From an optimization exercise on the open Yosys and OpenROAD flow, aimed at small area, a short achievable clock period and few clock cycles; shortcuts taken in it are not production practice.
Where RTL was checked, it was by simulation tests only, not by an equivalence proof against the original.
Function not checked in run 4: the RTL went through the layout flow alone.
Power figures rest on the tool's default switching activity, not on a simulated workload.

### flow/design.v
module rle_tx_encoder (
    input  wire        clk,
    input  wire        rst,         
    input  wire        start,       
    input  wire        seg_new,     
    input  wire [15:0] width,       
    output wire        ready,
    output reg         rd_en,
    output reg  [15:0] rd_addr,
    input  wire [23:0] rd_data,
    output reg         out_valid,
    output reg  [7:0]  out_data,
    input  wire        out_ready,
    output wire [31:0] chk_value,
    output wire [31:0] byte_count
);
    localparam [16:0] X = 17'd65513;
    localparam        D = 4;             
    reg        rdy;
    reg [15:0] w;
    assign ready = rdy;
    wire accept = rdy && start;
    reg        rtag_s;        
    reg        rtag_last;
    reg        s1v, s1last;             
    reg        f1v;                     
    reg        p2v, p2last;             
    reg        e2;                      
    reg [15:0] sa;            
    reg        sdone;         
    reg [23:0] prev;
    reg [15:0] ea;            
    reg [23:0] pix;
    reg        pv;            
    reg [1:0]  bsel;          
    reg        ekind;
    reg [6:0]  erem;          
    reg [7:0]  fm [0:D-1];
    reg [2:0]  fwp, frp;      
    wire [2:0] fcnt   = fwp - frp;
    wire       fempty = (fwp == frp);
    wire       ffull  = (fwp == {~frp[2], frp[1:0]});
    wire [7:0] fhead  = fm[frp[1:0]];
    reg [1:0]  open;          
    reg [6:0]  pcnt;          
    reg        eprev;         
    reg [1:0]  fin;           
    reg        pdone;         
    reg [31:0] bc;
    reg        av;
    reg        ld;            
    assign byte_count = bc;
    wire ofree = !out_valid || out_ready;
    wire xfer  = out_valid && out_ready;
    reg        do_proc, ej, nej;
    reg        push;
    reg [7:0]  pdesc;
    reg [1:0]  open_n;
    reg [6:0]  pcnt_n;
    always @(*) begin
        do_proc = 1'b0;
        ej      = eprev;
        nej     = 1'b0;
        if (fin == 2'd1) begin
            do_proc = !ffull;
        end else if (p2v && open != 2'd3) begin
            do_proc = 1'b1;
            nej     = e2;
        end
        push   = 1'b0;
        pdesc  = {open[1], pcnt};
        open_n = open;
        pcnt_n = pcnt;
        if (do_proc) begin
            if (open == 2'd2 && pcnt != 7'd127 && ej) begin
                pcnt_n = pcnt + 7'd1;
            end else if (open == 2'd1 && pcnt != 7'd127 && !nej) begin
                pcnt_n = pcnt + 7'd1;
            end else begin
                push   = (open != 2'd0);
                open_n = nej ? 2'd2 : 2'd1;
                pcnt_n = 7'd0;
            end
        end
        if (p2v && open == 2'd3)
            open_n = 2'd0;
        if (fin == 2'd2 && !ffull) begin
            push   = 1'b1;
            open_n = 2'd0;
        end
    end
    wire pop = (bsel == 2'd0) && pv && !fempty && ofree;
    wire busy_fetch = (rd_en && !rtag_s) || f1v;
    wire fetch_req  = !rdy && (ea != w) && !busy_fetch && (!pv || bsel != 2'd0);
    wire [2:0] occ  = fcnt + {2'b0, rd_en && rtag_s} + {2'b0, s1v} + {2'b0, p2v};
    wire scan_req   = !rdy && !sdone && (occ < D);
    wire [15:0] sa_inc = sa + 16'd1;
    always @(posedge clk) begin
        if (rst) begin
            rd_en  <= 1'b0;
            rtag_s <= 1'b0;
            s1v    <= 1'b0;
            f1v    <= 1'b0;
            p2v    <= 1'b0;
            sdone  <= 1'b1;
        end else begin
            s1v     <= rd_en && rtag_s;
            s1last  <= rtag_last;
            f1v     <= rd_en && !rtag_s;
            p2v     <= s1v;
            p2last  <= s1last;
            if (accept) begin
                rd_en  <= 1'b0;
                sa     <= 16'd0;
                sdone  <= 1'b0;
            end else if (fetch_req) begin
                rd_en   <= 1'b1;
                rd_addr <= ea;
                rtag_s  <= 1'b0;
            end else if (scan_req) begin
                rd_en      <= 1'b1;
                rd_addr    <= sa;
                rtag_s     <= 1'b1;
                rtag_last  <= (sa_inc == w);
                sa         <= sa_inc;
                sdone      <= (sa_inc == w);
            end else begin
                rd_en <= 1'b0;
            end
        end
    end
    always @(posedge clk) begin
        if (s1v) begin
            prev <= rd_data;
            e2   <= (rd_data == prev);
        end
    end
    always @(posedge clk) begin
        if (rst) begin
            fwp   <= 3'd0;
            frp   <= 3'd0;
            fin   <= 2'd0;
            pdone <= 1'b1;
            open  <= 2'd0;
        end else begin
            if (push) begin
                fm[fwp[1:0]] <= pdesc;
                fwp          <= fwp + 3'd1;
            end
            if (pop)
                frp <= frp + 3'd1;
            open <= open_n;
            pcnt <= pcnt_n;
            if (accept) begin
                pdone <= 1'b0;
                open  <= 2'd3;
            end
            if (p2v) begin
                eprev <= e2;
                if (p2last)
                    fin <= 2'd1;
            end
            if (fin == 2'd1 && !ffull)
                fin <= 2'd2;
            if (fin == 2'd2 && !ffull) begin
                fin   <= 2'd0;
                pdone <= 1'b1;
            end
        end
    end
    wire cap = f1v && (!pv || (bsel == 2'd3 && ofree));
    wire load = ofree && (bsel == 2'd0 ? (pv && !fempty) : (bsel != 2'd1 || pv));
    reg [7:0] byte_n;
    always @(*) begin
        case (bsel)
            2'd0:    byte_n = fhead;
            2'd1:    byte_n = pix[7:0];
            2'd2:    byte_n = pix[15:8];
            default: byte_n = pix[23:16];
        endcase
    end
    wire        ea_skip = (bsel == 2'd0) && pv;
    wire [15:0] ea_add  = ea + (ea_skip ? {9'd0, fhead[6:0]} : 16'd1);
    always @(posedge clk) begin
        if (rst) begin
            pv        <= 1'b0;
            bsel      <= 2'd0;
            out_valid <= 1'b0;
        end else begin
            if (accept)
                ea <= 16'd0;
            else if ((pop && fhead[7]) || cap)
                ea <= ea_add;
            if (cap)
                pix <= rd_data;
            if (load)
                out_data <= byte_n;
            if (ofree) begin
                out_valid <= 1'b0;
                case (bsel)
                    2'd0: if (pv && !fempty) begin
                        out_valid <= 1'b1;
                        ekind     <= fhead[7];
                        erem      <= fhead[6:0];
                        bsel      <= 2'd1;
                    end
                    2'd1: if (pv) begin
                        out_valid <= 1'b1;
                        bsel      <= 2'd2;
                    end
                    2'd2: begin
                        out_valid <= 1'b1;
                        bsel      <= 2'd3;
                    end
                    default: begin
                        out_valid <= 1'b1;
                        if (!ekind && erem != 7'd0) begin
                            erem <= erem - 7'd1;
                            bsel <= 2'd1;
                        end else begin
                            bsel <= 2'd0;
                        end
                    end
                endcase
            end
            if (cap)
                pv <= 1'b1;
            else if (ofree && bsel == 2'd3)
                pv <= 1'b0;
        end
    end
    wire row_end = pdone && fempty && bsel == 2'd0 && !out_valid && !ld;
    wire settled;
    reg  nrm;                                
    always @(posedge clk) begin
        if (rst) begin
            rdy <= 1'b1;
            nrm <= 1'b0;
        end else if (accept) begin
            rdy <= 1'b0;
            w   <= width;
        end else begin
            nrm <= !rdy && row_end && !(nrm && settled);
            if (nrm && settled)
                rdy <= 1'b1;
        end
    end
    reg [7:0]  al, ah, bl, bh;
    reg [1:0]  ka, fa, kb, fb;
    reg [15:0] ci;
    assign chk_value = {ah, al, bh, bl};
    assign settled   = (ka == 2'd0) && (fa == 2'd0) && (kb == 2'd0) && (fb == 2'd0);
    function [6:0] x23;
        input [2:0] k;
        case (k)
            3'd0:    x23 = 7'd0;
            3'd1:    x23 = 7'd23;
            3'd2:    x23 = 7'd46;
            3'd3:    x23 = 7'd69;
            default: x23 = 7'd92;
        endcase
    endfunction
    wire [7:0]  a_il  = nrm ? 8'd0 : ci[7:0];
    wire [7:0]  a_ih  = nrm ? 8'd0 : ci[15:8];
    wire [7:0]  a_v   = nrm ? 8'd0 : out_data;
    wire [9:0]  al_n  = {2'b0, al} + {2'b0, a_il} + {2'b0, a_v} + {3'b0, x23({1'b0, fa})};
    wire [9:0]  ah_n  = {2'b0, ah} + {2'b0, a_ih} + {8'd0, ka};
    wire [7:0]  b_al  = nrm ? 8'd0 : al;
    wire [7:0]  b_ah  = nrm ? 8'd0 : ah;
    wire [1:0]  b_ka  = nrm ? 2'd0 : ka;
    wire [2:0]  b_k   = {1'b0, fb} + (nrm ? 3'd0 : {1'b0, fa});
    wire [9:0]  bl_n  = {2'b0, bl} + {2'b0, b_al} + {3'b0, x23(b_k)};
    wire [9:0]  bh_n  = {2'b0, bh} + {2'b0, b_ah} + {8'd0, b_ka} + {8'd0, kb};
    wire        a_ge  = (ah == 8'hff) && (al >= 8'he9);
    wire        b_ge  = (bh == 8'hff) && (bl >= 8'he9);
    wire [15:0] i_next = (ci == 16'd65512) ? 16'd0 : ci + 16'd1;
    always @(posedge clk) begin
        if (rst || (accept && seg_new)) begin
            al <= 8'd0;  ah <= 8'd0;  ka <= 2'd0;  fa <= 2'd0;
            bl <= 8'd1;  bh <= 8'd0;  kb <= 2'd0;  fb <= 2'd0;
            ci <= 16'd1;
            bc <= 32'd0;
            ld <= 1'b0;
            av <= 1'b0;
        end else begin
            ld <= load;
            av <= ld;
            if (ld) begin
                ci <= i_next;
                bc <= bc + 32'd1;
            end
            if (nrm && settled) begin
                if (a_ge) begin ah <= 8'd0; al <= al - 8'he9; end
                if (b_ge) begin bh <= 8'd0; bl <= bl - 8'he9; end
            end else begin
                if (ld || nrm) begin
                    {ka, al} <= al_n;
                    {fa, ah} <= ah_n;
                end
                if (av || nrm) begin
                    {kb, bl} <= bl_n;
                    {fb, bh} <= bh_n;
                end
            end
        end
    end
endmodule
### flow/flow/run.sh
#!/bin/bash
# Standard ORFS layout with stronger port buffers and a tighter repair target.
set -euo pipefail
export BUFFER_PORTS_ARGS="-buffer_cell sky130_fd_sc_hd__buf_2"
export SETUP_SLACK_MARGIN=7.0
bash standard.sh > flow_make.log 2>&1
### flow/standard.sh
#!/bin/bash
# synth_recipe.tcl (not shown) runs the flow's synth.tcl, then flattens the netlist and writes it again
# the make line also repeats each setting of config.mk as NAME=value (left out here)
make -C /OpenROAD-flow-scripts/flow DESIGN_CONFIG=/design/flow/config.mk WORK_HOME=/design/flow/orfs CLKGATE_MAP_FILE= SYNTH_SCRIPT=/design/flow/synth_recipe.tcl "${@:-finish}"
### flow/config.mk
export PLATFORM = sky130hd
export DESIGN_NAME = rle_tx_encoder
export DESIGN_NICKNAME = rle_tx_encoder
export VERILOG_FILES = /design/flow/design.v
export SDC_FILE = /design/flow/constraint.sdc
export NUM_CORES = 4
export LEC_CHECK = 0
export CAP_MARGIN = 20
export CORE_MARGIN = 2
export CORE_UTILIZATION = 65
export CTS_BUF_LIST = sky130_fd_sc_hd__clkbuf_4 sky130_fd_sc_hd__clkbuf_8
export CTS_CLUSTER_SIZE = 30
export SLEW_MARGIN = 20
### flow/constraint.sdc
create_clock -name core_clock -period 10.0 [get_ports {clk}]
set_input_delay 2.0000 -clock core_clock [delete_from_list [all_inputs] [get_ports {clk}]]
set_output_delay 2.0000 -clock core_clock [all_outputs]
set_load 0.01 [all_outputs]
==> out/qor.csv, run 1 <==
metric;value;unit
vias in the first global route;12070;
CP max FO;6;
Clock H-tree levels;2;
total gr overflow;0;
layout overhead on the synthesized area;26.91;%
via count;12380;
fin crit share;34.71;%
setup violators final;0;
#FFs+latches synth;287;
Mapped Avg Cell Area;10.62;um2
number of flops mapped to enable cells by yosys;172;
reg2reg start;nrm$_SDFFE_PP0N_;
Ports;136;
drt wl/cell;19.91;um
worst skew pair latency;590;ps
pin count of the biggest net entering global routing;67;
Final ANT Viol Nets;0;
DPL Wire Length;25070;um
cell area power density;156.7;nW/um2
Worst slew margin;47.45;%
unrepaired setup endpoints after global routing;true;
CTS tree;yes;
1st-iter DRT viols;1163;
first-pass GRT wire length;62690;um
Crit. End Element;flip-flop;
Chip Width;158.9;um
Worst Skew;23.30;ps
min-delay src;rtag_last$_DFFE_PP_;
data required time of the worst path;10450;ps
crit start category;flip-flop;
routability congestion estimate from global placement;0.8842;
Synth Net Count;1636;
mapped cell area;15590;um2
ys flop type;edfxtp_1;
max-cap violation count;0;
Seq/Total Area, Yosys;47.90;%
total CTS buffers;47;
Vias/cell;5.923;
post-route insts no fill;2091;
PortBufs;135;
R2R depth;13;
R2R Setup Slk;6530;ps
worst hold endpoint;s1last$_DFFE_PN_;
fin nets;1902;
Synth Instances;1468;
post-layout min period;3471;ps
synth warn;1;
CTS Hold Bufs;0;
Die Y;158.9;um
core area;23540;um2
ratio of cells with drive above 1 in the final layout;32.13;%
number of fill cells in the layout;1340;
initial antenna violation count;0;
worst hold path type;reg2reg;
critical path arrival;3920;ps
Final Core Density;84.03;%
clk slew on worst S/H paths;60;ps
clock sink count;287;
hold path cells;0;
final-report max-slew violation count;0;
Synth cell types;64;
worst slew pin tran;780.0;ps
row count;56;
final hold violations;0;
DP Cell Count;1872;
Peak VDD IR;0.1230;mV
final WL;41630;um
Tot GR Track Use;30.83;%
CTS Root Cell;clkbuf_8;
Setup Crit Path Kind;reg2reg;
fmax;0.2881;GHz
DRC Markers;0;
CTS Buffer Depth;3;
TritonRoute pass-1 iters;8;
status;no timing/DRC/antenna violations;
leakage;7.902;nW
async set-reset flop share out of synthesis;0;%
setup_tns;0;ps
Initial Util;66.21;%
Die ar.;25240;um2
Worst R2R End;al[7]$_SDFFE_PP0P_;
worst max-delay path, stage by stage, from the launching register on:
cell and delay [ps]:
dfxtp_4 370, buf_4 160, nand2b_4 130, fa_1 470, fa_1 500, inv_1 70, ha_4 180, fa_2 360
a21o_1 190, a21oi_2 180, o21bai_1 90, a21oi_2 170, xnor2_1 100, a2111oi_2 370
placed cells by master, fill, tap and decap left out, types with 9 or more instances in the layout:
cell      synthesis  routed
fa_1             34      26
inv_1            62      56
mux2_2           23      23
or3_1            20      18
nor2_1          166     157
nand2b_1         17      12
clkbuf_8          0      51
xor2_1           69      69
a21o_1            9       9
a21oi_1          76      58
nor4_1           12      12
clkbuf_4          0      21
nor2b_1          41      37
dfxtp_2           0      40
a22oi_1           9       9
edfxtp_1        172     172
xnor2_1          89      86
nand2_1          99      92
and3_1           24      24
o21bai_1         14      14
dfxtp_4           0      36
ha_1             89      79
buf_6             1      71
o21ai_0          43      36
mux2i_1          10      10
buf_4             0     121
nand3_1          45      44
nand4_1          34      34
nor3_1           31      29
and2_1           12       9
dfxtp_1         115      39
buf_2            11      68
a21oi_2           0      16
cell usage after synthesis, types with 24 or more instances:
master,instances,area [um2]
edfxtp_1,172,5165
a21oi_1,76,380.4
nand3_1,45,225.2
nor2_1,166,623.1
inv_1,62,232.7
o21ai_0,43,215.2
xnor2_1,89,779.5
fa_1,34,680.7
ha_1,89,1114
nor3_1,31,155.2
and3_1,24,150.1
xor2_1,69,604.3
nor2b_1,41,256.5
clkbuf_1,37,138.9
nand2_1,99,371.6
nand4_1,34,212.7
dfxtp_1,115,2302
final cells by class:
type                            count  area (um2)  share of cell area [%]
Antenna cell                        1       2.502                 0.01265
Clock buffer                       72       859.6                   4.345
Clock inverter                     14       106.4                  0.5376
Inverter                           62       240.2                   1.214
Multi-Input combinational cell   1064        8233                   41.61
Sequential cell                   287        7652                   38.68
Tap cell                          319       399.1                   2.017
Timing Repair Buffer              272        2291                   11.58
worst max path at each step:
stage                     start                  to  slack [ps]
2_1_floorplan  nrm$_SDFFE_PP0N_  kb[0]$_SDFFE_PP0P_        6520
3_3_place_gp                rst  fa[0]$_SDFFE_PP0P_        5850
3_5_place_dp                rst  ka[0]$_SDFFE_PP0P_        5800
4_1_cts        nrm$_SDFFE_PP0N_  kb[0]$_SDFFE_PP0P_        6490
5_1_grt        nrm$_SDFFE_PP0N_  kb[0]$_SDFFE_PP0P_        6380
6_report       nrm$_SDFFE_PP0N_  al[7]$_SDFFE_PP0P_        6530
sequential cells by signal (all words and copies together), names as in the netlist, 7 cells and up, named ones only:
register,flops
ah,8
al,8
bc,32
bh,8
bl,8
ci,16
ea,16
erem,7
fm,32
out_data,8
pcnt,7
pix,24
prev,24
rd_addr,16
sa,16
w,16
routing by layer:
metal / GRT usage (%) / vias up / part of all wire (%)
met5: 0 / - / 0
li1: - / 5751 / -
met4: 11.61 / 0 / 3.3
met2: 52.84 / 482 / 50
met3: 3.866 / 114 / 5.8
met1: 40.40 / 6037 / 41
power by group:
group	internal, mW	switching (mW)
clock network	0.577	0.474
logic	0.289	0.395
registers	1.31	0.0530
total	2.18	0.922
per-stage QoR:
stage / total power [mW] / hold WS, ps / worst slack, ps / instance area [um2]
floorplan: 1.785 / 400.3 / 6519 / 15840
global placement: 1.915 / 406.9 / 5854 / 16650
detailed placement: 1.930 / 406.5 / 5798 / 16650
CTS: 3.047 / 420.7 / 6488 / 19230
global route: 3.227 / 427.9 / 6382 / 19780
finish: 3.101 / 423.9 / 6529 / 19780
kinds of logic after synthesis:
group / synth area share, %
XOR/XNOR: 8.877
buffers and inverters: 3.002
AND/OR/NAND/NOR: 16.61
multiplexers: 3.459
adder cells (fa/ha/maj): 11.51
flip-flops: 47.90
AO/OA/AOI/OAI: 8.636
what timing repair did:
item / in CTS / in global routing
cloned: 1 / 3
gates resized for setup: 232 / 55
pin swaps: 50 / 50
setup endpoints to repair: 273 / 196
setup buffers: 99 / 29
Testbench counts, summed over its fixed seeds: cycles 64,694.
==> run 2, diff against run 1 <==
==> flow/flow/run.sh (replaced) <==
#!/bin/bash
# Standard ORFS layout with stronger port buffers and a tighter repair target.
set -euo pipefail
export BUFFER_PORTS_ARGS="-buffer_cell sky130_fd_sc_hd__buf_2"
export SETUP_SLACK_MARGIN=6.8
bash standard.sh > flow_make.log 2>&1
==> out/qor.csv, run 2 <==
metric;value;unit
1st-iter DRT viols;714;
cell area power density;169.9;nW/um2
drt wl/cell;18.19;um
first-pass GRT wire length;58460;um
vias in the first global route;11460;
fin crit share;35.13;%
core area;23540;um2
most frequent cells in the layout;172 x edfxtp_1, 160 x nor2_1, 134 x buf_2;
most area-hungry cell type in the Yosys netlist;edfxtp_1;
Worst slew margin;46.20;%
Peak VDD IR;0.1840;mV
via count;11560;
DRC Markers;0;
Tot GR Track Use;28.55;%
Multi-input gate area;8056;um2
fin nets;1803;
FF+latch area;7535;um2
dpl cell area;16640;um2
Synth Net Count;1636;
Clock H-tree levels;2;
CTS Root Cell;clkbuf_8;
final-report max-slew violation count;0;
setup violators final;0;
Chip Width;158.9;um
critical path arrival;3980;ps
initial antenna violation count;1;
Hold WS;435.0;ps
layout overhead on the synthesized area;17.55;%
Seq/Total Area, Yosys;47.90;%
total gr overflow;0;
Setup Crit Path Kind;reg2reg;
pre-CTS setup slack;5795;ps
final WL;36190;um
total CTS buffers;48;
worst slew pin tran;800.9;ps
Post-synth top cells;172 x edfxtp_1, 166 x nor2_1, 115 x dfxtp_1, 99 x nand2_1;
CP Cell Sequence;inv_6 -> nor2_4 -> and2_4 -> fa_2 -> or3_4 -> fa_2 -> buf_4 -> fa_2 -> a21o_1 -> a21oi_2 -> o21bai_1 -> a21oi_2 -> o21bai_1 -> a32o_1;
Crit. End Element;flip-flop;
final hold violations;0;
row count;56;
ranking of synthesized cells by area;edfxtp_1 33%, dfxtp_1 15%, ha_1 7.1%;
clock sink count;287;
Vias/cell;5.808;
Initial Util;66.21;%
Die Y;158.9;um
DPL Wire Length;24930;um
Worst Path Buf+Inv;2;
TritonRoute pass-1 iters;4;
Ports;136;
Die ar.;25240;um2
max-cap violation count;0;
CTS Hold Bufs;0;
design area;18320;um2
commonest non-fill, non-tap cell in the layout;edfxtp_1;
worst skew pair latency;590;ps
Worst Skew;25.89;ps
fmax;0.2847;GHz
worst hold path type;reg2reg;
routability congestion estimate from global placement;0.8963;
CP dominant cell by count;fa_2;
number of fill cells in the layout;1585;
unrepaired setup endpoints after global routing;true;
leakage;7.299;nW
critical path's largest stage delay;510;ps
Final ANT Viol Nets;0;
share of the synthesized area in the top cell type;33.13;%
ys flop type;edfxtp_1;
pin count of the biggest net entering global routing;67;
crit start category;flip-flop;
CP max FO;4;
delay-heaviest family, CP;adder cells;
DP Cell Count;1873;
ratio of cells with drive above 1 in the final layout;24.61;%
CTS Buffer Depth;3;
critical path's slowest cell;fa_2;
Synth Instances;1468;
number of flops mapped to enable cells by yosys;172;
Mapped Avg Cell Area;10.62;um2
mapped cell area;15590;um2
CTS tree;yes;
data required time of the worst path;10470;ps
Synth cell types;64;
post-route insts no fill;1990;
#FFs+latches synth;287;
final setup margin;6487;ps
status;no timing/DRC/antenna violations;
clk slew on worst S/H paths;70;ps
setup_tns;0;ps
async set-reset flop share out of synthesis;0;%
cell with the most instances after synthesis;edfxtp_1;
post-layout min period;3513;ps
synth warn;1;
PortBufs;135;
run 2: power by group:
group / switching, mW / internal, mW / total, mW / leakage (nW)
sequential: 0.0655 / 1.32 / 1.38 / 2.52
combinational: 0.354 / 0.257 / 0.611 / 4.22
clock: 0.484 / 0.636 / 1.12 / 0.553
run 2: area by class of cell:
| type | count | area share (%) |
|---|---|---|
| repair buffers | 174 | 5.770 |
| multi-input cells | 1062 | 43.97 |
| diodes | 1 | 0.01366 |
| inverters | 62 | 1.297 |
| clock inverters | 11 | 0.6760 |
| clock buffers | 74 | 4.978 |
| well taps | 319 | 2.178 |
| flip-flops and latches | 287 | 41.12 |
run 2: through the flow:
step | total power, mW | utilization [%]
2_1_floorplan | 1.781 | -
6_report | 3.114 | 77.83
4_1_cts | 3.097 | 77.04
3_5_place_dp | 1.925 | 70.67
5_1_grt | 3.249 | 77.82
3_3_place_gp | 1.914 | 70.67
run 2: worst register-to-register path: cells and delay by family (launching register included):
kind            cells  cell delay, ps
fa+ha+maj           3            1350
compound gates      6             880
simple gates        3             610
flops               1             370
buf+inv             2             210
run 2: cells by family (layout without fill, tap and decap cells):
| group | count (synthesis) | in the layout | synth area share [%] |
|---|---|---|---|
| AO/OA/AOI/OAI | 214 | 214 | 8.636 |
| XOR/XNOR | 158 | 158 | 8.877 |
| adder cells (fa/ha/maj) | 123 | 123 | 11.51 |
| buffers and inverters | 119 | 321 | 3.002 |
| flip-flops | 287 | 287 | 47.90 |
| multiplexers | 41 | 41 | 3.459 |
| other | 0 | 1 | 0 |
| AND/OR/NAND/NOR | 526 | 526 | 16.61 |
run 2: metal layers:
metal | vias up | track usage (%) | routed length (um)
met5 | - | 0 | 0
met3 | 85 | 4.990 | 1965
met4 | 0 | 9.421 | 983
met2 | 342 | 48.17 | 17530
met1 | 5596 | 37.71 | 15710
li1 | 5534 | - | -
run 2: repair_timing:
| action | in CTS | in global routing |
|---|---|---|
| endpoints found under the setup margin | 139 | 65 |
| hold endpoints to repair | 0 | 0 |
| setup buffers | 26 | 5 |
| gates resized for setup | 72 | 44 |
| pin swaps | 46 | 29 |
run 2: path summary, 6_finish.rpt:
path                       start                  to  slack (ps)  depth (start not counted)
max           fa[0]$_SDFFE_PP0P_  kb[1]$_SDFFE_PP0P_        6490                         14
min          rtag_last$_DFFE_PP_    s1last$_DFFE_PN_         430                          0
max reg2reg   fa[0]$_SDFFE_PP0P_  kb[1]$_SDFFE_PP0P_        6490                         14
min reg2reg  rtag_last$_DFFE_PP_    s1last$_DFFE_PN_         430                          0
==> run 3, diff against run 2 <==
==> flow/flow/run.sh (replaced) <==
#!/bin/bash
# Standard ORFS layout with stronger port buffers and a tighter repair target.
set -euo pipefail
export BUFFER_PORTS_ARGS="-buffer_cell sky130_fd_sc_hd__buf_2"
export SETUP_SLACK_MARGIN=6.5
bash standard.sh > flow_make.log 2>&1
==> out/qor.csv, run 3 <==
metric;value;unit
status;no timing/DRC/antenna violations;
commonest non-fill, non-tap cell in the layout;edfxtp_1;
via count;11510;
final hold violations;0;
CTS tree;yes;
total gr overflow;0;
P_int;2.080;mW
Final Core Density;75.33;%
#FFs+latches synth;287;
Hold WS;421.8;ps
pin count of the biggest net entering global routing;67;
DP Cell Count;1875;
Tot GR Track Use;27.96;%
Synth Net Count;1636;
fin nets;1786;
Crit. End Element;flip-flop;
CP max FO;12;
total CTS buffers;47;
Initial Util;66.21;%
CTS Root Cell;clkbuf_8;
critical path arrival;3970;ps
Post-synth top cells;172 x edfxtp_1, 166 x nor2_1, 115 x dfxtp_1, 99 x nand2_1;
DRC Markers;0;
Die Y;158.9;um
worst slew pin tran;836.3;ps
crit start category;flip-flop;
PortBufs;135;
first-pass GRT wire length;57370;um
R2R Setup Slk;6470;ps
Synth cell types;64;
Seq/Total Area, Yosys;47.90;%
mapped cell area;15590;um2
1st-iter DRT viols;776;
unrepaired setup endpoints after global routing;true;
P_sw;0.8571;mW
Peak VDD IR;0.1440;mV
final WL;35180;um
Clock H-tree levels;2;
Worst Skew;34.02;ps
Die ar.;25240;um2
Chip Width;158.9;um
Setup Crit Path Kind;reg2reg;
Sequential Power Share;47.0;%
synth warn;1;
setup violators final;0;
most area-hungry cell type in the Yosys netlist;edfxtp_1;
Worst slew margin;44.11;%
leakage;7.066;nW
combinational share of power;18.8;%
ratio of cells with drive above 1 in the final layout;18.99;%
cell with the most instances after synthesis;edfxtp_1;
worst skew pair latency;580;ps
initial antenna violation count;1;
setup_tns;0;ps
post-layout min period;3528;ps
DPL Wire Length;24860;um
async set-reset flop share out of synthesis;0;%
data required time of the worst path;10450;ps
Pwr Total;2.937;mW
number of flops mapped to enable cells by yosys;172;
Switching Fraction;29.18;%
Synth Instances;1468;
CTS Hold Bufs;0;
vias in the first global route;11400;
post-route insts no fill;1968;
TritonRoute pass-1 iters;5;
final-report max-slew violation count;0;
layout overhead on the synthesized area;13.77;%
Mapped Avg Cell Area;10.62;um2
share of the synthesized area in the top cell type;33.13;%
row count;56;
CTS Buffer Depth;3;
ys flop type;edfxtp_1;
clk slew on worst S/H paths;60;ps
drt wl/cell;17.88;um
core area;23540;um2
Final ANT Viol Nets;0;
routability congestion estimate from global placement;0.8980;
clock sink count;287;
fmax;0.2834;GHz
max-cap violation count;0;
cell area power density;165.6;nW/um2
clock share of power;34.2;%
worst hold path type;reg2reg;
Vias/cell;5.848;
ranking of synthesized cells by area;edfxtp_1 33%, dfxtp_1 15%, ha_1 7.1%;
Ports;136;
most frequent cells in the layout;172 x edfxtp_1, 162 x nor2_1, 134 x buf_2;
fin crit share;35.28;%
## run 3: cell families (layout without fill, tap and decap cells)
group	count (synthesis)	after routing	share of synthesized area, %
multiplexers	41	41	3.459
other	0	1	0
AND/OR/NAND/NOR	526	526	16.61
XOR/XNOR	158	158	8.877
buffers and inverters	119	299	3.002
flip-flops	287	287	47.90
adder cells (fa/ha/maj)	123	123	11.51
AO/OA/AOI/OAI	214	214	8.636
## run 3: per-layer routing
layer	global-route usage (%)	wire length (um)
met5	0	0
met4	9.174	906
met3	4.049	1834
met2	47.18	17120
met1	37.46	15320
## run 3: metrics by stage
stage / area (um2) / setup WS (ps)
2_1_floorplan: 15670 / 6440
3_3_place_gp: 16580 / 5820
3_5_place_dp: 16580 / 5715
4_1_cts: 17580 / 6425
5_1_grt: 17740 / 6348
6_report: 17740 / 6472
## run 3: what timing repair did
item	in CTS	in global routing
pin swaps	5	11
gates cloned	0	0
gates resized for setup	19	14
setup endpoints to repair	46	53
buffers inserted	3	10
## run 3: worst paths after layout
path                       startpoint                  to  depth (start not counted)
hold / removal    rtag_last$_DFFE_PP_    s1last$_DFFE_PN_                          0
setup / recovery     nrm$_SDFFE_PP0N_  kb[0]$_SDFFE_PP0P_                         13
setup reg to reg     nrm$_SDFFE_PP0N_  kb[0]$_SDFFE_PP0P_                         13
hold reg to reg   rtag_last$_DFFE_PP_    s1last$_DFFE_PN_                          0
## run 3: layout make-up
| type | count | area, um2 |
|---|---|---|
| Sequential cell | 287 | 7480 |
| Fill cell | 1689 | 5807 |
| Antenna cell | 1 | 2.502 |
| Timing Repair Buffer | 158 | 890.9 |
| Inverter | 62 | 237.7 |
| Clock inverter | 14 | 105.1 |
| Tap cell | 319 | 399.1 |
| Multi-Input combinational cell | 1062 | 7814 |
| Clock buffer | 65 | 807.0 |
## run 3: worst max-delay path, stage by stage, from the launching register on
cell     delay [ps]
dfxtp_4         400
nor2_4          140
and2_4          150
fa_2            460
or3_4           350
fa_2            580
ha_1            240
a21o_1          170
a21oi_2         140
nor2b_1          60
o21a_1          180
o41a_1          330
mux2i_1         160
nand2_1          60
## run 3: power groups by stage
stage	registers, mW	logic, mW	clock network, mW
floorplan	1.38	0.388	0
global placement	1.41	0.502	0
detailed placement	1.41	0.514	0
CTS	1.38	0.536	1.03
global route	1.38	0.618	1.07
finish	1.38	0.554	1.00
==> run 4, diff against run 3 <==
--- a/flow/design.v
+++ b/flow/design.v
@@ -248,6 +248,8 @@
     reg [7:0]  al, ah, bl, bh;
     reg [1:0]  ka, fa, kb, fb;
     reg [15:0] ci;
+    reg [8:0]  vl;
+    reg [7:0]  vh;
     assign chk_value = {ah, al, bh, bl};
     assign settled   = (ka == 2'd0) && (fa == 2'd0) && (kb == 2'd0) && (fb == 2'd0);
     function [6:0] x23;
@@ -260,20 +262,16 @@
             default: x23 = 7'd92;
         endcase
     endfunction
-    wire [7:0]  a_il  = nrm ? 8'd0 : ci[7:0];
-    wire [7:0]  a_ih  = nrm ? 8'd0 : ci[15:8];
-    wire [7:0]  a_v   = nrm ? 8'd0 : out_data;
-    wire [9:0]  al_n  = {2'b0, al} + {2'b0, a_il} + {2'b0, a_v} + {3'b0, x23({1'b0, fa})};
-    wire [9:0]  ah_n  = {2'b0, ah} + {2'b0, a_ih} + {8'd0, ka};
-    wire [7:0]  b_al  = nrm ? 8'd0 : al;
-    wire [7:0]  b_ah  = nrm ? 8'd0 : ah;
-    wire [1:0]  b_ka  = nrm ? 2'd0 : ka;
-    wire [2:0]  b_k   = {1'b0, fb} + (nrm ? 3'd0 : {1'b0, fa});
-    wire [9:0]  bl_n  = {2'b0, bl} + {2'b0, b_al} + {3'b0, x23(b_k)};
-    wire [9:0]  bh_n  = {2'b0, bh} + {2'b0, b_ah} + {8'd0, b_ka} + {8'd0, kb};
+    wire [9:0]  al_n  = {2'b0, al} + {2'b0, vl[7:0]} + {3'b0, x23({1'b0, fa})};
+    wire [9:0]  ah_n  = {2'b0, ah} + {2'b0, vh} + {8'd0, ka} + {9'd0, vl[8]};
+    wire [9:0]  bl_n  = {2'b0, bl} + {2'b0, al} + {3'b0, x23({1'b0, fa})} + {3'b0, x23({1'b0, fb})};
+    wire [9:0]  bh_n  = {2'b0, bh} + {2'b0, ah} + {8'd0, ka} + {8'd0, kb};
+    wire [9:0]  bl_f  = {2'b0, bl} + {3'b0, x23({1'b0, fb})};
+    wire [9:0]  bh_f  = {2'b0, bh} + {8'd0, kb};
     wire        a_ge  = (ah == 8'hff) && (al >= 8'he9);
     wire        b_ge  = (bh == 8'hff) && (bl >= 8'he9);
     wire [15:0] i_next = (ci == 16'd65512) ? 16'd0 : ci + 16'd1;
+    wire [8:0]  vl_n  = {1'b0, ci[7:0]} + {1'b0, byte_n};
     always @(posedge clk) begin
         if (rst || (accept && seg_new)) begin
             al <= 8'd0;  ah <= 8'd0;  ka <= 2'd0;  fa <= 2'd0;
@@ -282,13 +280,21 @@
             bc <= 32'd0;
             ld <= 1'b0;
             av <= 1'b0;
+            vl <= 9'd0;
+            vh <= 8'd0;
         end else begin
             ld <= load;
             av <= ld;
-            if (ld) begin
+            if (load) begin
+                vl <= vl_n;
+                vh <= ci[15:8];
                 ci <= i_next;
-                bc <= bc + 32'd1;
+            end else begin
+                vl <= 9'd0;
+                vh <= 8'd0;
             end
+            if (ld)
+                bc <= bc + 32'd1;
             if (nrm && settled) begin
                 if (a_ge) begin ah <= 8'd0; al <= al - 8'he9; end
                 if (b_ge) begin bh <= 8'd0; bl <= bl - 8'he9; end
@@ -297,9 +303,12 @@
                     {ka, al} <= al_n;
                     {fa, ah} <= ah_n;
                 end
-                if (av || nrm) begin
+                if (av) begin
                     {kb, bl} <= bl_n;
                     {fb, bh} <= bh_n;
+                end else if (nrm) begin
+                    {kb, bl} <= bl_f;
+                    {fb, bh} <= bh_f;
                 end
             end
         end
==> flow/flow/run.sh (replaced) <==
#!/bin/bash
# Standard ORFS layout with stronger port buffers and a tighter repair target.
set -euo pipefail
export BUFFER_PORTS_ARGS="-buffer_cell sky130_fd_sc_hd__buf_2"
export SETUP_SLACK_MARGIN=6.8
bash standard.sh > flow_make.log 2>&1
==> out/qor.csv, run 4 <==
metric;value;unit
Worst Path Buf+Inv;4;
cell area power density;147.4;nW/um2
Mapped Avg Cell Area;10.64;um2
fmax;0.2882;GHz
first-pass GRT wire length;58060;um
final hold violations;0;
most frequent cells in the layout;172 x edfxtp_1, 158 x nor2_1, 133 x buf_2;
ANT cells;0;
layout overhead on the synthesized area;15.82;%
mapped cell area;16490;um2
Worst Skew;19.62;ps
final setup margin;6530;ps
DRC Markers;0;
crit start category;flip-flop;
drt wl/cell;17.63;um
Setup Crit Path Kind;reg2reg;
R2R depth;16;
CP Cell Sequence;inv_4 -> ha_4 -> inv_2 -> fa_1 -> fa_1 -> inv_1 -> ha_2 -> inv_2 -> fa_2 -> nor2b_4 -> o21a_1 -> nor2_2 -> o21ai_2 -> xnor2_1 -> a221o_1 -> a221oi_2;
Die ar.;26650;um2
final WL;37000;um
routability congestion estimate from global placement;0.8384;
ys flop type;edfxtp_1;
fin crit share;34.70;%
total gr overflow;0;
pin count of the biggest net entering global routing;68;
worst slew pin tran;918.9;ps
ranking of synthesized cells by area;edfxtp_1 31%, dfxtp_1 16%, ha_1 8.6%;
Die Y;163.3;um
max-cap violation count;0;
leakage;7.680;nW
Ports;136;
initial antenna violation count;0;
clk slew on worst S/H paths;60;ps
fin nets;1922;
worst skew pair latency;580;ps
Post-synth top cells;172 x edfxtp_1, 162 x nor2_1, 132 x dfxtp_1, 113 x ha_1, 106 x inv_1;
Crit. End Element;flip-flop;
critical path's slowest cell;fa_1;
Worst slew margin;38.51;%
Vias/cell;5.779;
Final ANT Viol Nets;0;
most area-hungry cell type in the Yosys netlist;edfxtp_1;
TritonRoute pass-1 iters;5;
commonest non-fill, non-tap cell in the layout;edfxtp_1;
CTS Buffer Depth;3;
hold path cells;0;
post-layout min period;3470;ps
post-route insts no fill;2099;
pre-CTS setup slack;5789;ps
R2R Setup Slk;6530;ps
Seq/Total Area, Yosys;47.36;%
1st-iter DRT viols;1078;
setup_tns;0;ps
via count;12130;
number of flops mapped to enable cells by yosys;172;
async set-reset flop share out of synthesis;0;%
data required time of the worst path;10490;ps
Synth Net Count;1744;
critical path arrival;3960;ps
cell with the most instances after synthesis;edfxtp_1;
Chip Width;163.3;um
final-report max-slew violation count;0;
Clock H-tree levels;2;
reg2reg start;fa[0]$_SDFFE_PP0P_;
clock sink count;304;
total CTS buffers;50;
DP Cell Count;1973;
delay-heaviest family, CP;adder cells;
#FFs+latches synth;304;
vias in the first global route;11630;
Synth cell types;69;
Worst R2R End;bl[7]$_SDFFE_PP0P_;
Tot GR Track Use;27.32;%
ratio of cells with drive above 1 in the final layout;22.78;%
CTS tree;yes;
status;no timing/DRC/antenna violations;
min-delay src;rtag_last$_DFFE_PP_;
CP max FO;4;
Peak VDD IR;0.1131;mV
worst hold endpoint;s1last$_DFFE_PN_;
Initial Util;65.85;%
setup violators final;0;
core area;25040;um2
CTS Root Cell;clkbuf_8;
Synth Instances;1550;
row count;58;
unrepaired setup endpoints after global routing;true;
synth warn;1;
share of the synthesized area in the top cell type;31.33;%
critical path's largest stage delay;490;ps
worst hold path type;reg2reg;
PortBufs;135;
Pwr Total;2.815;mW
DPL Wire Length;25650;um
[run 4: final cells by class]
type	instances	area [um2]
clock inverter	19	120.1
clock buffer	74	880.8
timing repair buffer	174	1026
inverter	106	405.4
sequential	304	7885
tap	330	412.9
multi-input combinational	1092	8364
fill	1715	5942
[run 4: worst max path at each step]
| stage | startpoint | end | slack [ps] | cells past startpoint |
|---|---|---|---|---|
| finish | fa[0]$_SDFFE_PP0P_ | bl[7]$_SDFFE_PP0P_ | 6530 | 16 |
| global route | fa[0]$_SDFFE_PP0P_ | bl[7]$_SDFFE_PP0P_ | 6400 | 16 |
| CTS | fa[1]$_SDFFE_PP0P_ | bl[7]$_SDFFE_PP0P_ | 6530 | 16 |
| detailed placement | rst | bh[7]$_SDFFE_PP0P_ | 5790 | 7 |
| global placement | rst | bh[7]$_SDFFE_PP0P_ | 5830 | 7 |
| floorplan | out_ready | ci[7]$_SDFFE_PP0P_ | 6660 | 7 |
[run 4: cell families after synthesis]
family	synth area share (%)
AND/OR/NAND/NOR	14.17
flip-flops	47.36
AO/OA/AOI/OAI	9.578
XOR/XNOR	9.297
buffers and inverters	3.635
adder cells (fa/ha/maj)	12.95
multiplexers	3.013
[run 4: through the flow]
stage          utilization (%)  cell area, um2  hold slack (ps)
2_1_floorplan                -           16620            400.3
3_3_place_gp             70.07           17540            406.0
3_5_place_dp             70.07           17540            414.6
4_1_cts                  75.30           18850            413.5
5_1_grt                  76.27           19090            431.5
6_report                 76.27           19090            423.7
[run 4: worst register-to-register path, stage by stage (launching register included)]
cell,delay [ps]
dfxtp_4,380
inv_4,50
ha_4,270
inv_2,40
fa_1,490
fa_1,420
inv_1,80
ha_2,190
inv_2,40
fa_2,350
nor2b_4,130
o21a_1,150
nor2_2,50
o21ai_2,150
xnor2_1,90
a221o_1,300
a221oi_2,210
[run 4: where the power goes]
part           total (mW)  internal, mW  switching (mW)
registers            1.40          1.36          0.0366
clock network        1.09         0.593           0.495
logic               0.332         0.129           0.203
[run 4: metal layers]
metal / vias to the layer above / track usage [%] / part of all wire, % / wire [um]
met2: 382 / 45.76 / 48 / 17770
met3: 70 / 4.241 / 5.7 / 2116
met5: - / 0 / 0 / 0
met1: 5808 / 36.57 / 44 / 16150
li1: 5871 / - / - / -
met4: 0 / 8.970 / 2.6 / 957
[run 4: repair_timing]
item	CTS	global route
setup buffers	19	13
resized for setup	60	58
pin swaps	15	27
gates cloned	0	1
endpoints found under the hold margin	0	0
setup endpoints to repair	145	67
hold buffers	0	0
==> run 5, diff against run 4 <==
--- a/flow/design.v
+++ b/flow/design.v
@@ -98,7 +98,6 @@
     always @(posedge clk) begin
         if (rst) begin
             rd_en  <= 1'b0;
-            rtag_s <= 1'b0;
             s1v    <= 1'b0;
             f1v    <= 1'b0;
             p2v    <= 1'b0;
@@ -115,13 +114,8 @@
                 sdone  <= 1'b0;
             end else if (fetch_req) begin
                 rd_en   <= 1'b1;
-                rd_addr <= ea;
-                rtag_s  <= 1'b0;
             end else if (scan_req) begin
                 rd_en      <= 1'b1;
-                rd_addr    <= sa;
-                rtag_s     <= 1'b1;
-                rtag_last  <= (sa_inc == w);
                 sa         <= sa_inc;
                 sdone      <= (sa_inc == w);
             end else begin
@@ -130,10 +124,14 @@
         end
     end
     always @(posedge clk) begin
-        if (s1v) begin
+        rd_addr   <= fetch_req ? ea : sa;
+        rtag_s    <= !fetch_req;
+        rtag_last <= (sa_inc == w);
+    end
+    always @(posedge clk) begin
+        if (s1v)
             prev <= rd_data;
-            e2   <= (rd_data == prev);
-        end
+        e2 <= (rd_data == prev);
     end
     always @(posedge clk) begin
         if (rst) begin
@@ -246,36 +244,36 @@
         end
     end
     reg [7:0]  al, ah, bl, bh;
-    reg [1:0]  ka, fa, kb, fb;
+    reg [1:0]  ka, kb;
+    reg [5:0]  fa23, fb23;    
     reg [15:0] ci;
     reg [8:0]  vl;
     reg [7:0]  vh;
     assign chk_value = {ah, al, bh, bl};
-    assign settled   = (ka == 2'd0) && (fa == 2'd0) && (kb == 2'd0) && (fb == 2'd0);
-    function [6:0] x23;
-        input [2:0] k;
+    assign settled   = (ka == 2'd0) && (fa23 == 6'd0) && (kb == 2'd0) && (fb23 == 6'd0);
+    function [5:0] x23;
+        input [1:0] k;
         case (k)
-            3'd0:    x23 = 7'd0;
-            3'd1:    x23 = 7'd23;
-            3'd2:    x23 = 7'd46;
-            3'd3:    x23 = 7'd69;
-            default: x23 = 7'd92;
+            2'd0:    x23 = 6'd0;
+            2'd1:    x23 = 6'd23;
+            default: x23 = 6'd46;
         endcase
     endfunction
-    wire [9:0]  al_n  = {2'b0, al} + {2'b0, vl[7:0]} + {3'b0, x23({1'b0, fa})};
-    wire [9:0]  ah_n  = {2'b0, ah} + {2'b0, vh} + {8'd0, ka} + {9'd0, vl[8]};
-    wire [9:0]  bl_n  = {2'b0, bl} + {2'b0, al} + {3'b0, x23({1'b0, fa})} + {3'b0, x23({1'b0, fb})};
-    wire [9:0]  bh_n  = {2'b0, bh} + {2'b0, ah} + {8'd0, ka} + {8'd0, kb};
-    wire [9:0]  bl_f  = {2'b0, bl} + {3'b0, x23({1'b0, fb})};
-    wire [9:0]  bh_f  = {2'b0, bh} + {8'd0, kb};
     wire        a_ge  = (ah == 8'hff) && (al >= 8'he9);
     wire        b_ge  = (bh == 8'hff) && (bl >= 8'he9);
+    wire        fix_b = settled && b_ge;   
+    wire [9:0]  al_n  = {2'b0, al} + {2'b0, vl[7:0]} + {4'b0, fa23};
+    wire [9:0]  ah_n  = {2'b0, ah} + {2'b0, vh} + {8'd0, ka} + {9'd0, vl[8]};
+    wire [9:0]  bl_n  = {2'b0, bl} + {2'b0, al} + {4'b0, fa23} + {4'b0, fb23};
+    wire [9:0]  bh_n  = {2'b0, bh} + {2'b0, ah} + {8'd0, ka} + {8'd0, kb};
+    wire [9:0]  bl_f  = {2'b0, bl} + {4'b0, fb23 | {1'b0, fix_b, 1'b0, fix_b, fix_b, fix_b}};
+    wire [9:0]  bh_f  = {2'b0, bh} + {8'd0, kb | {1'b0, fix_b}};
     wire [15:0] i_next = (ci == 16'd65512) ? 16'd0 : ci + 16'd1;
     wire [8:0]  vl_n  = {1'b0, ci[7:0]} + {1'b0, byte_n};
     always @(posedge clk) begin
         if (rst || (accept && seg_new)) begin
-            al <= 8'd0;  ah <= 8'd0;  ka <= 2'd0;  fa <= 2'd0;
-            bl <= 8'd1;  bh <= 8'd0;  kb <= 2'd0;  fb <= 2'd0;
+            al <= 8'd0;  ah <= 8'd0;  ka <= 2'd0;  fa23 <= 6'd0;
+            bl <= 8'd1;  bh <= 8'd0;  kb <= 2'd0;  fb23 <= 6'd0;
             ci <= 16'd1;
             bc <= 32'd0;
             ld <= 1'b0;
@@ -297,19 +295,20 @@
                 bc <= bc + 32'd1;
             if (nrm && settled) begin
                 if (a_ge) begin ah <= 8'd0; al <= al - 8'he9; end
-                if (b_ge) begin bh <= 8'd0; bl <= bl - 8'he9; end
-            end else begin
-                if (ld || nrm) begin
-                    {ka, al} <= al_n;
-                    {fa, ah} <= ah_n;
-                end
-                if (av) begin
-                    {kb, bl} <= bl_n;
-                    {fb, bh} <= bh_n;
-                end else if (nrm) begin
-                    {kb, bl} <= bl_f;
-                    {fb, bh} <= bh_f;
-                end
+            end else if (ld || nrm) begin
+                {ka, al} <= al_n;
+                ah       <= ah_n[7:0];
+                fa23     <= x23(ah_n[9:8]);
+            end
+            if (av) begin
+                {kb, bl} <= bl_n;
+                bh       <= bh_n[7:0];
+                fb23     <= x23(bh_n[9:8]);
+            end else if (nrm) begin
+                bl   <= bl_f[7:0];
+                bh   <= bh_f[7:0];
+                kb   <= fix_b ? 2'd0 : bl_f[9:8];
+                fb23 <= fix_b ? 6'd0 : x23(bh_f[9:8]);
             end
         end
     end
==> flow/flow/run.sh (replaced) <==
#!/bin/bash
# Standard ORFS layout with stronger port buffers and a tighter repair target.
set -euo pipefail
export BUFFER_PORTS_ARGS="-buffer_cell sky130_fd_sc_hd__buf_2"
export SETUP_SLACK_MARGIN=6.5
bash standard.sh > flow_make.log 2>&1
==> out/qor.csv, run 5 <==
metric;value;unit
status;no timing/DRC/antenna violations;
Synth Net Count;1670;
crit path from;fb23[2]$_SDFFE_PP0P_;
#FFs+latches synth;306;
ranking of synthesized cells by area;edfxtp_1 29%, dfxtp_1 19%, ha_1 8.0%;
most frequent cells in the layout;177 x nor2_1, 154 x edfxtp_1, 145 x dfxtp_1;
PortBufs;135;
first-pass GRT wire length;55240;um
initial antenna violation count;1;
max-cap violation count;0;
Vias/cell;5.716;
cell with the most instances after synthesis;nor2_1;
Mapped Avg Cell Area;10.75;um2
total gr overflow;0;
leakage;7.377;nW
clock sink count;306;
final WL;34400;um
Die ar.;25920;um2
fmax;0.3000;GHz
DRC Markers;0;
CTS Root Cell;clkbuf_8;
Setup Crit Path Kind;reg2reg;
crit start category;flip-flop;
DPL Wire Length;24790;um
setup_tns;0;ps
design area;18010;um2
min-delay src;rtag_last$_DFF_P_;
final-report max-slew violation count;0;
vias in the first global route;11040;
fin nets;1818;
ratio of cells with drive above 1 in the final layout;17.78;%
async set-reset flop share out of synthesis;0;%
Synth cell types;74;
Die Y;161.0;um
R2R Setup Slk;6670;ps
core area;24250;um2
Chip Width;161.0;um
Initial Util;66.08;%
cell area power density;149.1;nW/um2
worst hold path type;reg2reg;
ys flop type;edfxtp_1;
share of the synthesized area in the top cell type;28.86;%
TritonRoute pass-1 iters;5;
CTS tree;yes;
fin crit share;33.34;%
post-layout min period;3334;ps
routability congestion estimate from global placement;0.8749;
mapped cell area;16020;um2
worst skew pair latency;570;ps
CP max FO;5;
most area-hungry cell type in the Yosys netlist;edfxtp_1;
commonest non-fill, non-tap cell in the layout;nor2_1;
critical path arrival;3840;ps
Clock H-tree levels;2;
Post-synth top cells;179 x nor2_1, 154 x edfxtp_1, 152 x dfxtp_1, 102 x ha_1, 97 x xor2_1;
CTS Hold Bufs;0;
row count;57;
Seq/Total Area, Yosys;47.85;%
Peak VDD IR;0.1393;mV
Synth Instances;1490;
worst slew pin tran;997.6;ps
CTS Buffer Depth;3;
Tot GR Track Use;26.36;%
Ports;136;
layout overhead on the synthesized area;12.41;%
Final ANT Viol Nets;0;
synth warn;1;
unrepaired setup endpoints after global routing;true;
Worst slew margin;33.25;%
final hold violations;0;
pin count of the biggest net entering global routing;69;
total CTS buffers;49;
number of flops mapped to enable cells by yosys;154;
1st-iter DRT viols;900;
setup violators final;0;
Crit. End Element;flip-flop;
reg2reg start;fb23[2]$_SDFFE_PP0P_;
clk slew on worst S/H paths;60;ps
dpl cell area;16990;um2
data required time of the worst path;10500;ps
Worst Skew;12.89;ps
via count;11440;
drt wl/cell;17.19;um
==> run 5: timing repair <==
action                     in CTS  in global routing
setup endpoints to repair      12                 20
buffers inserted                2                  0
pin swaps                       1                  1
resized for setup               2                 16
==> run 5: final timing paths <==
check / end / cells past startpoint
setup / recovery: bh[6]$_SDFFE_PP0P_ / 13
hold / removal: s1last$_DFFE_PN_ / 0
setup reg to reg: bh[6]$_SDFFE_PP0P_ / 13
hold reg to reg: s1last$_DFFE_PN_ / 0
==> run 5: metal layers <==
layer,GRT usage (%),share of wire (%)
met1,36.23,45
met2,43.68,48
met4,8.807,2.8
met3,3.518,4.6
met5,0,0
==> run 5: worst max-delay path, cell delays in order (launching register included) <==
cell and delay [ps]:
dfxtp_1 420, or4_1 610, nor4_4 250, o211ai_1 260
nand2b_1 150, ha_1 170, inv_1 60, fa_1 370
nor2b_2 170, nand3_2 150, or3_1 380, a21oi_1 150
a21oi_1 50, nor2_1 90
==> run 5: power breakdown <==
group	switching [mW]	internal, mW
clock network	0.488	0.549
logic	0.153	0.100
registers	0.0385	1.36
total	0.680	2.01
==> run 5: cell families after synthesis <==
logic type      count (synthesis)  share of synthesized area, %
flops                         306                         47.85
simple gates                  494                         15.05
buf+inv                       112                         2.796
mux                            43                         3.491
xor+xnor                      178                         9.730
compound gates                222                         8.996
fa+ha+maj                     135                         12.09
==> run 5: area by class of cell <==
class | instances | area (um2)
multi-input combinational | 1072 | 7976
sequential | 306 | 7679
fill | 1759 | 6237
clock buffer | 70 | 844.6
timing repair buffer | 146 | 762.0
tap | 324 | 405.4
inverter | 63 | 236.5
clock inverter | 19 | 105.1
antenna | 1 | 2.502
==> run 5: through the flow <==
stage	worst slack, ps	hold WS (ps)	power, mW	std cells	util (%)
2_1_floorplan	6515	385.5	1.586	1490	-
3_3_place_gp	6119	404.6	1.665	1909	70.05
3_5_place_dp	6055	388.7	1.671	1909	70.05
4_1_cts	6536	402.3	2.701	2000	74.05
5_1_grt	6475	408.9	2.783	2001	74.28
6_report	6666	402.3	2.686	2001	74.28
Testbench counts of run 5, summed over its fixed seeds: cycles 64,689.
==> run 6, diff against run 5 <==
==> flow/flow/run.sh (replaced) <==
#!/bin/bash
# Standard ORFS layout with stronger port buffers and a tighter repair target.
set -euo pipefail
export BUFFER_PORTS_ARGS="-buffer_cell sky130_fd_sc_hd__buf_2"
export SETUP_SLACK_MARGIN=6.85
bash standard.sh > flow_make.log 2>&1
--- a/flow/config.mk
+++ b/flow/config.mk
@@ -7,7 +7,8 @@
 export LEC_CHECK = 0
 export CAP_MARGIN = 20
 export CORE_MARGIN = 2
-export CORE_UTILIZATION = 65
+export CORE_UTILIZATION = 75
 export CTS_BUF_LIST = sky130_fd_sc_hd__clkbuf_4 sky130_fd_sc_hd__clkbuf_8
+export CTS_CLUSTER_DIAMETER = 40
 export CTS_CLUSTER_SIZE = 30
 export SLEW_MARGIN = 20
==> out/qor.csv, run 6 <==
metric;value;unit
core area;21020;um2
post-layout min period;3211;ps
setup_tns;0;ps
Tot GR Track Use;33.33;%
ys flop type;edfxtp_1;
CP max FO;3;
async set-reset flop share out of synthesis;0;%
Clock H-tree levels;2;
clk slew on worst S/H paths;80;ps
worst hold path type;reg2reg;
Pwr Total;2.706;mW
met3 Usage GRT;4.758;%
CTS Buffer Depth;3;
Ports;136;
ranking of synthesized cells by area;edfxtp_1 29%, dfxtp_1 19%, ha_1 8.0%;
DRC Markers;0;
data required time of the worst path;10470;ps
status;no timing/DRC/antenna violations;
Worst slew margin;37.84;%
gr busiest metal;met2;
commonest non-fill, non-tap cell in the layout;nor2_1;
unrepaired setup endpoints after global routing;true;
Final ANT Viol Nets;0;
critical path arrival;3680;ps
Peak VDD IR;0.1921;mV
first-pass GRT wire length;58980;um
synth warn;1;
fin crit share;32.11;%
Chip Width;150.2;um
Seq/Total Area, Yosys;47.85;%
CP Cell Sequence;or4_4 -> nor4_4 -> o211ai_1 -> nand2b_1 -> ha_2 -> inv_2 -> fa_2 -> nor2b_4 -> nand3_2 -> or3_4 -> a21oi_4 -> a21oi_2 -> nor2_1;
most frequent cells in the layout;176 x nor2_1, 154 x edfxtp_1, 134 x buf_2;
final WL;39880;um
Die ar.;22550;um2
fmax;0.3115;GHz
number of flops mapped to enable cells by yosys;154;
met1 Use GR;41.68;%
crit start category;flip-flop;
Synth Instances;1490;
combinational share of power;10.5;%
clock sink count;306;
Sequential Power Share;51.4;%
most area-hungry cell type in the Yosys netlist;edfxtp_1;
layout overhead on the synthesized area;16.25;%
worst skew pair latency;560;ps
Worst Skew;17.78;ps
critical path's largest stage delay;540;ps
Mapped Avg Cell Area;10.75;um2
max-cap violation count;0;
final hold violations;0;
total gr overflow;0;
setup violators final;0;
Vias/cell;6.247;
row count;53;
cell with the most instances after synthesis;nor2_1;
pin count of the biggest net entering global routing;69;
vias in the first global route;11910;
critical path's slowest cell;or4_4;
Die Y;150.2;um
CTS Root Cell;clkbuf_8;
P_int;1.973;mW
Crit. End Element;flip-flop;
worst slew pin tran;929.0;ps
final-report max-slew violation count;0;
via count;12260;
DP Cell Count;1857;
fin nets;1840;
leakage;7.545;nW
mapped cell area;16020;um2
ratio of cells with drive above 1 in the final layout;25.83;%
cell area power density;145.3;nW/um2
CTS tree;yes;
clock share of power;38.1;%
PortBufs;135;
TritonRoute pass-1 iters;7;
Synth cell types;74;
initial antenna violation count;0;
routability congestion estimate from global placement;0.8767;
share of the synthesized area in the top cell type;28.86;%
post-route insts no fill;1963;
#FFs+latches synth;306;
P_sw;0.7328;mW
DPL Wire Length;24790;um
Setup Crit Path Kind;reg2reg;
Synth Net Count;1670;
total CTS buffers;37;
ANT cells;0;
Initial Util;76.22;%
Switching Fraction;27.08;%
Post-synth top cells;179 x nor2_1, 154 x edfxtp_1, 152 x dfxtp_1, 102 x ha_1, 97 x xor2_1;
drt wl/cell;20.32;um
grt met2 use;58.01;%
1st-iter DRT viols;1052;
run 6: cell counts after synthesis:
Identical to the previous run, type by type.
run 6: final timing paths:
path,startpoint,end,slack [ps],cells after the start
max,fa23[4]$_SDFFE_PP0P_,bh[6]$_SDFFE_PP0P_,6790,13
min,s1last$_DFFE_PN_,p2last$_DFFE_PN_,450,0
max reg2reg,fa23[4]$_SDFFE_PP0P_,bh[6]$_SDFFE_PP0P_,6790,13
min reg2reg,s1last$_DFFE_PN_,p2last$_DFFE_PN_,450,0
run 6: kinds of logic after synthesis:
logic type	after synthesis	synth area share, %
simple gates	494	15.05
flops	306	47.85
buf+inv	112	2.796
mux	43	3.491
xor+xnor	178	9.730
fa+ha+maj	135	12.09
compound gates	222	8.996
run 6: final cells by class:
class	instances	area (um2)
Multi-Input combinational cell	1072	8323
Fill cell	1001	2395
Clock buffer	41	558.0
Sequential cell	306	7805
Clock inverter	26	317.8
Timing Repair Buffer	180	1040
Tap cell	275	344.1
Inverter	63	239.0
run 6: critical path, delay by kind of cell, from the launching register on:
kind / cells / cell delay, ps
compound gates: 3 / 430
fa+ha+maj: 2 / 590
buf+inv: 1 / 40
flops: 1 / 350
simple gates: 7 / 1730
run 6: repair_timing:
item / in CTS / in global routing
setup endpoints to repair: 139 / 63
hold buffers: 0 / 0
pin swaps: 21 / 53
buffers inserted: 17 / 22
gates resized for setup: 95 / 77
run 6: metrics by stage:
step	hold slack, ps	worst slack [ps]	utilization [%]	area, um2
detailed placement	421.1	6016	80.69	16960
finish	446.1	6789	88.61	18630
floorplan	385.5	6826	-	16120
CTS	445.4	6770	86.64	18210
global route	464.1	6708	88.61	18630
global placement	399.5	6060	80.69	16960
run 6: power groups by stage:
stage	combinational (mW)	clock, mW	sequential, mW
2_1_floorplan	0.177	0	1.41
6_report	0.285	1.03	1.39
5_1_grt	0.308	1.08	1.39
3_3_place_gp	0.243	0	1.42
3_5_place_dp	0.250	0	1.42
4_1_cts	0.267	1.04	1.39
run 6: per-layer routing:
metal / share of wire (%) / vias up
met1: 39 / 5931
li1: - / 5631
met5: 0 / -
met2: 51 / 567
met3: 6.7 / 134
met4: 3.9 / 0
==> run 7, diff against run 6 <==
==> flow/flow/run.sh (replaced) <==
#!/bin/bash
# Standard ORFS layout with stronger port buffers and a tighter repair target.
set -euo pipefail
export BUFFER_PORTS_ARGS="-buffer_cell sky130_fd_sc_hd__buf_2"
export SETUP_SLACK_MARGIN=6.7
bash standard.sh > flow_make.log 2>&1
--- a/flow/config.mk
+++ b/flow/config.mk
@@ -9,6 +9,5 @@
 export CORE_MARGIN = 2
 export CORE_UTILIZATION = 75
 export CTS_BUF_LIST = sky130_fd_sc_hd__clkbuf_4 sky130_fd_sc_hd__clkbuf_8
-export CTS_CLUSTER_DIAMETER = 40
 export CTS_CLUSTER_SIZE = 30
 export SLEW_MARGIN = 20
==> out/qor.csv, run 7 <==
metric;value;unit
status;no timing/DRC/antenna violations;
Initial Util;76.22;%
Worst Path Buf+Inv;1;
ratio of cells with drive above 1 in the final layout;20.45;%
crit path from;fb23[4]$_SDFFE_PP0P_;
Die ar.;22550;um2
cell area power density;151.3;nW/um2
vias in the first global route;11460;
number of fill cells in the layout;1092;
Seq/Total Area, Yosys;47.85;%
Ports;136;
data required time of the worst path;10500;ps
Mapped Avg Cell Area;10.75;um2
ANT cells;0;
CTS Hold Bufs;0;
row count;53;
CP max FO;5;
critical path arrival;3770;ps
total gr overflow;0;
post-layout min period;3264;ps
mapped cell area;16020;um2
Worst R2R End;bh[6]$_SDFFE_PP0P_;
ys flop type;edfxtp_1;
Chip Width;150.2;um
Synth Area in Compound Gates;8.996;%
worst hold endpoint;s1last$_DFFE_PN_;
ranking of synthesized cells by area;edfxtp_1 29%, dfxtp_1 19%, ha_1 8.0%;
PortBufs;135;
routability congestion estimate from global placement;0.9216;
Hold WS;418.3;ps
async set-reset flop share out of synthesis;0;%
unrepaired setup endpoints after global routing;true;
Synth Area in XOR/XNOR;9.730;%
DRC Markers;0;
Synth Instances;1490;
post-synthesis simple-gate area fraction;15.05;%
Post-synth top cells;179 x nor2_1, 154 x edfxtp_1, 152 x dfxtp_1, 102 x ha_1, 97 x xor2_1;
most frequent cells in the layout;177 x nor2_1, 154 x edfxtp_1, 134 x buf_2;
pin count of the biggest net entering global routing;69;
Final ANT Viol Nets;0;
R2R depth;13;
Peak VDD IR;0.1413;mV
number of flops mapped to enable cells by yosys;154;
min-delay src;rtag_last$_DFF_P_;
cell with the most instances after synthesis;nor2_1;
initial antenna violation count;0;
Synth Net Count;1670;
hold path cells;0;
critical path's largest stage delay;520;ps
via count;11860;
design area;18190;um2
Die Y;150.2;um
Pwr Total;2.751;mW
synth warn;1;
Worst slew margin;34.32;%
fmax;0.3064;GHz
clock sink count;306;
most area-hungry cell type in the Yosys netlist;edfxtp_1;
Vias/cell;6.059;
1st-iter DRT viols;944;
final WL;35990;um
reg2reg start;fb23[4]$_SDFFE_PP0P_;
fin nets;1823;
Setup Crit Path Kind;reg2reg;
Tot GR Track Use;31.42;%
final-report max-slew violation count;0;
fin crit share;32.64;%
dpl cell area;16920;um2
core area;21020;um2
first-pass GRT wire length;55920;um
DPL Wire Length;24870;um
delay-heaviest family, CP;simple AND/OR/NAND/NOR gates;
CP Cell Sequence;or4_4 -> nor4_4 -> o211ai_1 -> nand2b_1 -> ha_2 -> inv_1 -> fa_1 -> nor2b_2 -> nand3_2 -> or3_4 -> a21oi_2 -> a21oi_1 -> nor2_1;
CTS Buffer Depth;3;
TritonRoute pass-1 iters;6;
drt wl/cell;18.39;um
Crit. End Element;flip-flop;
crit start category;flip-flop;
Clock H-tree levels;2;
largest family of logic cells by synthesized area;simple AND/OR/NAND/NOR gates;
mux cell area share after synthesis;3.491;%
total CTS buffers;48;
final hold violations;0;
adder-cell area share of the yosys netlist;12.09;%
worst hold path type;reg2reg;
commonest non-fill, non-tap cell in the layout;nor2_1;
Worst Skew;30.44;ps
share of the synthesized area in the top cell type;28.86;%
worst skew pair latency;580;ps
worst slew pin tran;981.5;ps
#FFs+latches synth;306;
layout overhead on the synthesized area;13.52;%
R2R Setup Slk;6740;ps
Synth cell types;74;
max-cap violation count;0;
clk slew on worst S/H paths;70;ps
leakage;7.455;nW
setup_tns;0;ps
critical path's slowest cell;or4_4;
setup violators final;0;
CTS Root Cell;clkbuf_8;
CTS tree;yes;
run 7: cell types whose count changed in the layout (fill, tap and decap cells not counted), moves of 12 or more:
cell,before,now
dfxtp_1,92,130
clkbuf_4,1,23
clkbuf_8,40,57
buf_4,42,15
a21oi_1,53,65
dfxtp_2,35,16
dfxtp_4,25,6
run 7: kinds of logic after synthesis:
group / Yosys count
XOR/XNOR: 178
multiplexers: 43
buffers and inverters: 112
AO/OA/AOI/OAI: 222
adder cells (fa/ha/maj): 135
flip-flops: 306
AND/OR/NAND/NOR: 494
run 7: report_power, final:
| group | total (mW) | internal (mW) | switching, mW |
|---|---|---|---|
| clock | 1.10 | 0.605 | 0.490 |
| combinational | 0.258 | 0.102 | 0.156 |
| sequential | 1.40 | 1.36 | 0.0421 |
run 7: worst max path at each step:
stage | endpoint | depth (start not counted)
finish | bh[6]$_SDFFE_PP0P_ | 13
global route | bh[6]$_SDFFE_PP0P_ | 13
CTS | bh[6]$_SDFFE_PP0P_ | 13
detailed placement | ka[0]$_SDFFE_PP0P_ | 7
global placement | ka[0]$_SDFFE_PP0P_ | 7
floorplan | w[0]$_DFFE_PP_ | 3
run 7: area by class of cell:
class	count	area (um2)	area share, %
Sequential cell	306	7710	42.39
Inverter	63	236.5	1.300
Tap cell	275	344.1	1.892
Multi-Input combinational cell	1072	8058	44.30
Clock inverter	10	68.82	0.3783
Timing Repair Buffer	152	822.0	4.519
Clock buffer	79	949.7	5.221
run 7: routing by layer:
layer  wire length [um]  part of all wire, %  global-route usage [%]  up-vias
met5                  0                    0                       0        -
met4                985                  2.7                   10.85        0
met3               2034                  5.7                   5.364       83
met2              18270                   51                   54.86      406
met1              14690                   41                   39.76     5768
li1                   -                    -                       -     5601
run 7: repair_timing:
| item | 4_1_cts | 5_1_grt |
|---|---|---|
| endpoints found under the setup margin | 42 | 46 |
| pin swaps | 3 | 9 |
| buffers inserted | 6 | 6 |
| gates resized for setup | 19 | 38 |
run 7: through the flow:
stage / util, % / cells / worst slack, ps
after floorplan: - / 1490 / 6688
after global placement: 80.47 / 1856 / 6078
after detailed placement: 80.47 / 1856 / 5990
after CTS: 85.78 / 1951 / 6708
after global routing: 86.52 / 1957 / 6565
final: 86.52 / 1957 / 6736

-- static timing again, ports no longer ideal --
In the flow no input, the clock included, has a driving cell. The finished layouts below were timed again as built, in two steps. Step 1: set_driving_cell puts a clkbuf_16 on clk and a buf_2 on each other input, an assumption about the parent block. Step 2, shift: input delay + t, output delay - t, t = (earliest + latest rising clock arrival at the registers) / 2. This alone moves slack from input paths to output paths. Three values: ideal ports, drivers, drivers and shift; two values: the first two.
run | t (ns) | slack for setup (ns) | worst slew at a driven data input, ns
run 1 | 0.619 | 6.529 / 6.529 / 6.465 | 0.08
run 2 | 0.620 | 6.487 / 6.487 / 6.335 | 0.08
run 3 | 0.607 | 6.472 / 6.472 / 6.182 | 0.11
run 4 | 0.616 | 6.530 / 6.530 / 6.325 | 0.04
run 5 | 0.613 | 6.666 / 6.624 / 6.166 | 0.08
run 6 | 0.599 | 6.789 / 6.781 / 6.274 | 0.07
run 7 | 0.615 | 6.736 / 6.707 / 6.280 | 0.05
After both steps every run listed still meets setup and hold. The setup slack of run 6, which loses most, moves by -0.008 ns with the drivers and by -0.515 ns with both steps.
